This design comes from an exercise in tuning for small area on the open sky130 flow, not from production work. RTL that was checked went through simulation tests only; none was proved equivalent to the original. Power is estimated from default activity; no workload was simulated. The clock port is modelled as an ideal driver; clocking choices that lean on that would not hold on a real chip.

Setup of v41:
Design modbus_slave, start of the top module:
module modbus_slave (
    input  wire        clk,
    input  wire        rst,
    input  wire [31:0] cfg_baud,
    input  wire [7:0]  cfg_slave_id,
    input  wire [15:0] cfg_base,
    input  wire [15:0] cfg_size,
    input  wire [31:0] cfg_timeout,
    input  wire        poll_req,
    output wire        poll_done,
    output wire [7:0]  alarm_code,
    output wire        busy,
    output wire        fault,
    input  wire        rx_avail,
    input  wire [7:0]  rx_data,
    output wire        rx_pop,
    output wire        tx_push,
    output reg  [7:0]  tx_data,
    output wire        tx_flush_req,
    input  wire        tx_flush_done,
    input  wire [31:0] clk_now,
    input  wire        tick_us,
    input  wire        dir_set,
    output wire        de,
    output wire        de_oe,
    output wire [15:0] st_idx,
    output wire        st_rd,
    input  wire [15:0] st_rdata,
    output wire        st_wr,
    output wire [15:0] st_wdata
);
Settings: LEC_CHECK=0, CAP_MARGIN=20, CORE_MARGIN=2, CORE_UTILIZATION=58, GPL_TIMING_DRIVEN=0, SLEW_MARGIN=20; clock period 10.0 ns.
standard.sh (not shown) runs the stock make flow with config.mk's settings and CLKGATE_MAP_FILE= SYNTH_SCRIPT=/design/flow/synth_recipe.tcl, a recipe that flattens the netlist after the stock synthesis.
==> flow/flow/run.sh <==
#!/bin/bash
# Layout flow: the standard ORFS flow (standard.sh: unchanged synthesis,
# floorplan, placement, routing), except that
#  - every input and output port still gets its own buffer, but a
#    sky130_fd_sc_hd__buf_1 (the resizer upsizes or rebuffers where needed);
#  - clock-tree synthesis runs without dummy load cells.
# Each tool's full output stays in orfs/logs/; make's own output goes to
# flow_make.log in the work folder.
set -euo pipefail
CTS="-sink_clustering_enable -repair_clock_nets -dont_use_dummy_load"
CTS="$CTS -buf_list sky130_fd_sc_hd__clkbuf_8 -sink_clustering_size 20 -sink_clustering_max_diameter 60"
bash standard.sh "CTS_ARGS=$CTS" "BUFFER_PORTS_ARGS=-buffer_cell sky130_fd_sc_hd__buf_1" finish > flow_make.log 2>&1
Setup changes, v41 to v50
- CTS_CLUSTER_SIZE newly set to 30
- CTS_CLUSTER_DIAMETER newly set to 80
- CTS_BUF_LIST newly set to sky130_fd_sc_hd__clkbuf_16
- GPL_TIMING_DRIVEN removed (was 0)
-- flow/flow/run.sh --
<<< v41, line 11
CTS="$CTS -buf_list sky130_fd_sc_hd__clkbuf_8 -sink_clustering_size 20 -sink_clustering_max_diameter 60"
>>> v50, line 11
CTS="$CTS -buf_list sky130_fd_sc_hd__clkbuf_4 -sink_clustering_size 12 -sink_clustering_max_diameter 40"
Findings:
Having completed the whole flow, v50 delivered a layout that passed the timing, DRC and antenna checks.
Looking at number of I/O port buffers across v50 and v41, the one that comes out lower is v41.
sky130_fd_sc_hd__dfxtp_1 as the master of the slowest instance on the critical path was reported by v50, and sky130_fd_sc_hd__nor2_1 by v41.
Compare v50 and v41 | remaining max-slew budget at the tightest pin higher: v50
v50 does better than v41 on wire length.
Compared to v41, v50 leaves more free space in the core.
Delta (v50 minus v41): wire length of the first global-routing pass now smaller; detailed-route via count now smaller; setup slack now larger; worst hold slack now smaller.
> inputs changed (v50 -> v28)
- CORE_UTILIZATION now 66, was 58
- CTS_CLUSTER_SIZE no longer set, was 30
- CTS_CLUSTER_DIAMETER no longer set, was 80
- CTS_BUF_LIST no longer set, was sky130_fd_sc_hd__clkbuf_16
-- flow/flow/run.sh --
<<< v50, line 11
CTS="$CTS -buf_list sky130_fd_sc_hd__clkbuf_4 -sink_clustering_size 12 -sink_clustering_max_diameter 40"
>>> v28, line 11
CTS="$CTS -buf_list sky130_fd_sc_hd__clkbuf_8 -sink_clustering_size 20 -sink_clustering_max_diameter 60"
==> results.txt <==
Any difference in combinational fraction of design power between v50 and v28 is small enough to ignore.
On hold slack: between v28 and v50, it ends up lower for v50.
The non-clock buffer count number comes out higher for v50 vs v28.
Across both runs, number of global-route vias before repair was higher for v28 than for v50.
Final count of negative-setup-slack endpoints came out exactly the same in v28 and v50.
Share of the clock period used by the worst path (v28 over v50): decrease, 0.58 points
Summary: peak clock frequency supported by timing, v28 better than v50
v28 vs v50 — power per standard cell area climbed slightly
Between v28 and v50, initial core utilization is higher for v28, v50 comes in under that.
Design area across v28 and v50: no real change.
Here is what was changed in the inputs of v22 compared with v28.
-- flow/flow/run.sh --
<<< v28, line 11
CTS="$CTS -buf_list sky130_fd_sc_hd__clkbuf_8 -sink_clustering_size 20 -sink_clustering_max_diameter 60"
>>> v22, line 11
CTS="$CTS -buf_list sky130_fd_sc_hd__clkbuf_16 -sink_clustering_size 34 -sink_clustering_max_diameter 85"
- On clock buffer and inverter area fraction after layout, v28 and v22 are neck and neck.
- Going from v28 to v22, the clock power was found to have gone up by about 4%.
- Register-to-register slack, v28 and v22: lower on v22
- Higher power among v28 and v22: v22
- On routing usage on met1, v28 tracks v22 almost exactly.
- Detailed route, v22 vs v28: via total lower for v22
- Compared to v28, v22 shows a narrower setup margin.
- Reported for v28 and v22, fraction of registers with async set/reset turned out identical to the last digit.
- Routed length on met3 (lower): v22
- Total length of routed wires up 1.1 mm in v22 wrt v28
- Relative contribution of the clock network to total power ends up higher on v22.

* * *

modbus_slave, a different RTL version from the one above (not shown whole).
Size in the first run: about 1,900 cells after synthesis, roughly 630 flip-flops, roughly 230 I/O pins, ~21,000 µm² of cells after synthesis.
clock: 10.0 ns
lec_check: 0
cap_margin: 20
core_margin: 2
core_utilization: 55
cts_buf_list: sky130_fd_sc_hd__clkbuf_8
slew_margin: 20
run.sh (not shown) runs the stock make flow with config.mk's settings and CLKGATE_MAP_FILE= SYNTH_SCRIPT=/design/flow/synth_recipe.tcl, a recipe that flattens the netlist after the stock synthesis.
Stock flow here: none of the scripts above is used.
Next try:
CTS_CLUSTER_DIAMETER = 60   (was not set)
CTS_CLUSTER_SIZE = 20   (was not set)
The changed run finished with timing, DRC and antenna clean.
Wire length is lower by 1.9%.
Power is lower by about 13%.
Final cell count is lower by about 4%.
Global-route usage is lower by 0.83 points.
Clock-buffer cell count is lower by 62.
Hold slack improved by 0.0073 ns.
Register-to-register slack improved by 0.10 ns.
First-iteration DRC count is higher by 2.8%.
Sequential power is about the same.
Clock power is lower by about 37%.
Synthesized area does not change.
No run of this note included a check of the RTL's function; only the layout flow was run.

* * *

modbus_slave, a different RTL version from the one above (not shown whole).
For scale: ~1,800 cells after synthesis, about 630 flip-flops, roughly 230 I/O pins, ~0.021 sq mm of cells after synthesis.
export LEC_CHECK = 0
export CAP_MARGIN = 20
export CORE_MARGIN = 2
export CORE_UTILIZATION = 55
export CTS_BUF_LIST = sky130_fd_sc_hd__clkbuf_16
export CTS_CLUSTER_DIAMETER = 80
export CTS_CLUSTER_SIZE = 30
export SLEW_MARGIN = 20
create_clock -name core_clock -period 10.0 [get_ports {clk}]
standard.sh (not shown) runs the stock make flow with config.mk's settings and CLKGATE_MAP_FILE= SYNTH_SCRIPT=/design/flow/synth_recipe.tcl, a recipe that flattens the netlist after the stock synthesis.
==> flow/flow/run.sh <==
#!/bin/bash
# Layout flow: the standard ORFS flow (standard.sh: unchanged synthesis,
# floorplan, placement, routing), except that clock-tree synthesis is run
# without dummy load cells. Each tool's full output stays in orfs/logs/;
# make's own output goes to flow_make.log in the work folder.
set -euo pipefail
CTS="-sink_clustering_enable -repair_clock_nets -dont_use_dummy_load"
CTS="$CTS -buf_list sky130_fd_sc_hd__clkbuf_16 -sink_clustering_size 30 -sink_clustering_max_diameter 80"
bash standard.sh "CTS_ARGS=$CTS" finish > flow_make.log 2>&1
Then changed:
==> flow/run.sh (new file) <==
#!/bin/bash
# synth_recipe.tcl (not shown) runs the flow's synth.tcl, then flattens the netlist and writes it again
# the make line also repeats each setting of config.mk as NAME=value (left out here)
make -C /OpenROAD-flow-scripts/flow DESIGN_CONFIG=/design/flow/config.mk WORK_HOME=/design/flow/orfs CLKGATE_MAP_FILE= SYNTH_SCRIPT=/design/flow/synth_recipe.tcl finish
removed: flow/flow/run.sh
removed: flow/standard.sh
The changed run passed the timing, DRC and antenna checks. Clock power rises by about 10%. Worst setup slack hardly moves. Cell count rises by 0.50%. Critical path depth stays the same. Die area is unchanged. Wire length came out higher by 0.49%. Combinational power barely changes.

* * *

== job 3146 ==
modbus_slave with an RTL version that a note above also has.
For scale: ~1,500 cells after synthesis, roughly 610 flip-flops, about 19,000 sq um of cells after synthesis.
make LEC_CHECK=0 CAP_MARGIN=20 CORE_MARGIN=2 CORE_UTILIZATION=58 CTS_BUF_LIST=sky130_fd_sc_hd__clkbuf_16 CTS_CLUSTER_DIAMETER=80 CTS_CLUSTER_SIZE=30 SLEW_MARGIN=20 finish   # period 10.0 ns
run.sh (not shown) runs the stock make flow with config.mk's settings and CLKGATE_MAP_FILE= SYNTH_SCRIPT=/design/flow/synth_recipe.tcl, a recipe that flattens the netlist after the stock synthesis.
Stock flow here: none of the scripts above is used.
Input-level comparison between job 7454 and job 3146:
==> flow/flow/run.sh (new file) <==
#!/bin/bash
# Layout flow: the standard ORFS flow (standard.sh: unchanged synthesis,
# floorplan, placement, routing), except that
#  - every input and output port still gets its own buffer, but a
#    sky130_fd_sc_hd__buf_1 (the resizer upsizes or rebuffers where needed);
#  - clock-tree synthesis runs without dummy load cells.
# Each tool's full output stays in orfs/logs/; make's own output goes to
# flow_make.log in the work folder.
set -euo pipefail
CTS="-sink_clustering_enable -repair_clock_nets -dont_use_dummy_load"
CTS="$CTS -buf_list sky130_fd_sc_hd__clkbuf_8 -sink_clustering_size 20 -sink_clustering_max_diameter 60"
bash standard.sh "CTS_ARGS=$CTS" "BUFFER_PORTS_ARGS=-buffer_cell sky130_fd_sc_hd__buf_1" finish > flow_make.log 2>&1
==> flow/standard.sh (new file) <==
#!/bin/bash
# synth_recipe.tcl (not shown) runs the flow's synth.tcl, then flattens the netlist and writes it again
# the make line also repeats each setting of config.mk as NAME=value (left out here)
make -C /OpenROAD-flow-scripts/flow DESIGN_CONFIG=/design/flow/config.mk WORK_HOME=/design/flow/orfs CLKGATE_MAP_FILE= SYNTH_SCRIPT=/design/flow/synth_recipe.tcl "${@:-finish}"
removed: flow/run.sh
Results
Job 7454 against job 3146: total power draw dropped 6.2%, via count of the first global-routing pass dropped about 3.3%, critical path data arrival time dropped 0.28 ns, setup slack climbed 0.25 ns. Job 3146 -> job 7454: areal power density over the cells increased slightly. Number of filler instances in the final layout (job 3146 / job 7454): 0.915. In the reports for job 3146 and job 7454, the smaller combinational power belongs to job 7454. Compared with job 3146, job 7454 shows a higher clock-buffer cell count. Job 7454 vs job 3146: smallest hold slack down in job 7454.
Inputs modified between job 7454 and job 2132:
diff --git a/flow/flow/run.sh b/flow/flow/run.sh
--- a/flow/flow/run.sh
+++ b/flow/flow/run.sh
@@ -11 +11 @@
-CTS="$CTS -buf_list sky130_fd_sc_hd__clkbuf_8 -sink_clustering_size 20 -sink_clustering_max_diameter 60"
+CTS="$CTS -buf_list sky130_fd_sc_hd__clkbuf_16 -sink_clustering_size 30 -sink_clustering_max_diameter 80"
Notes after the runs:
Total power is lower on job 7454
Across both runs, final worst-path cycle share was higher for job 2132 than for job 7454.
Against job 7454, worst hold slack in job 2132 came out better.
In job 2132, the post-route minimum period came out 0.040 ns above the value in job 7454.
Part of the power in combinational logic for job 2132: 0.4 points down relative to job 7454

[what the ideal ports hide]
Ports are ideal in the flow. The routed layouts listed here were re-timed in OpenROAD. Step 1: set_driving_cell puts a clkbuf_16 on clk and a buf_2 on each other input, an assumption about the parent block. Step 2 times the ports against the registers' clock, not the clock port: input delays grow and output delays shrink by t, the midpoint of the rising clock arrivals with the driver on. Three values: ideal ports, drivers, drivers and shift; two values: the first two.
| run | t, ns | slack for setup (ns) | worst hold slack (ns) | worst setup path after step 2 | worst data-port slew with drivers (ns) |
|---|---|---|---|---|---|
| v41 | 0.589 | 0.425 / 0.425 / 0.311 | 0.325 / 0.325 / 0.325 | input to register | 0.05 |
| v50 | 0.708 | 1.494 / 1.494 / 0.948 | 0.268 / 0.268 / 0.268 | input to register | 0.05 |
| v28 | 0.586 | 1.552 / 1.552 / 1.053 | 0.289 / 0.289 / 0.289 | input to register | 0.06 |
| v22 | 0.587 | 1.523 / 1.523 / 1.056 | 0.278 / 0.278 / 0.278 | input to register | 0.06 |
| the first run of note 2 | 0.703 | 2.651 / 2.626 / 2.537 | 0.306 / 0.306 / 0.306 | input to register | 0.07 |
| the second run of note 2 | 0.652 | 2.632 / 2.607 / 2.607 | 0.313 / 0.313 / 0.313 | input to output | 0.07 |
| the first run of note 3 | 0.617 | 3.293 / 3.265 / 2.878 | 0.321 / 0.321 / 0.321 | input to register | 0.07 |
| the second run of note 3 | 0.635 | 3.294 / 3.267 / 2.907 | 0.322 / 0.322 / 0.322 | input to register | 0.07 |
| job 3146 | 0.617 | 1.192 / 1.217 / 0.600 | 0.328 / 0.328 / 0.328 | input to register | 0.06 |
| job 7454 | 0.591 | 1.440 / 1.440 / 0.903 | 0.272 / 0.272 / 0.272 | input to register | 0.05 |
| job 2132 | 0.595 | 1.399 / 1.399 / 0.890 | 0.317 / 0.317 / 0.317 | input to register | 0.05 |
After both steps every run listed still meets setup and hold. The setup slack of job 3146, which loses most, moves by +0.025 ns with the drivers and by -0.592 ns with both steps.
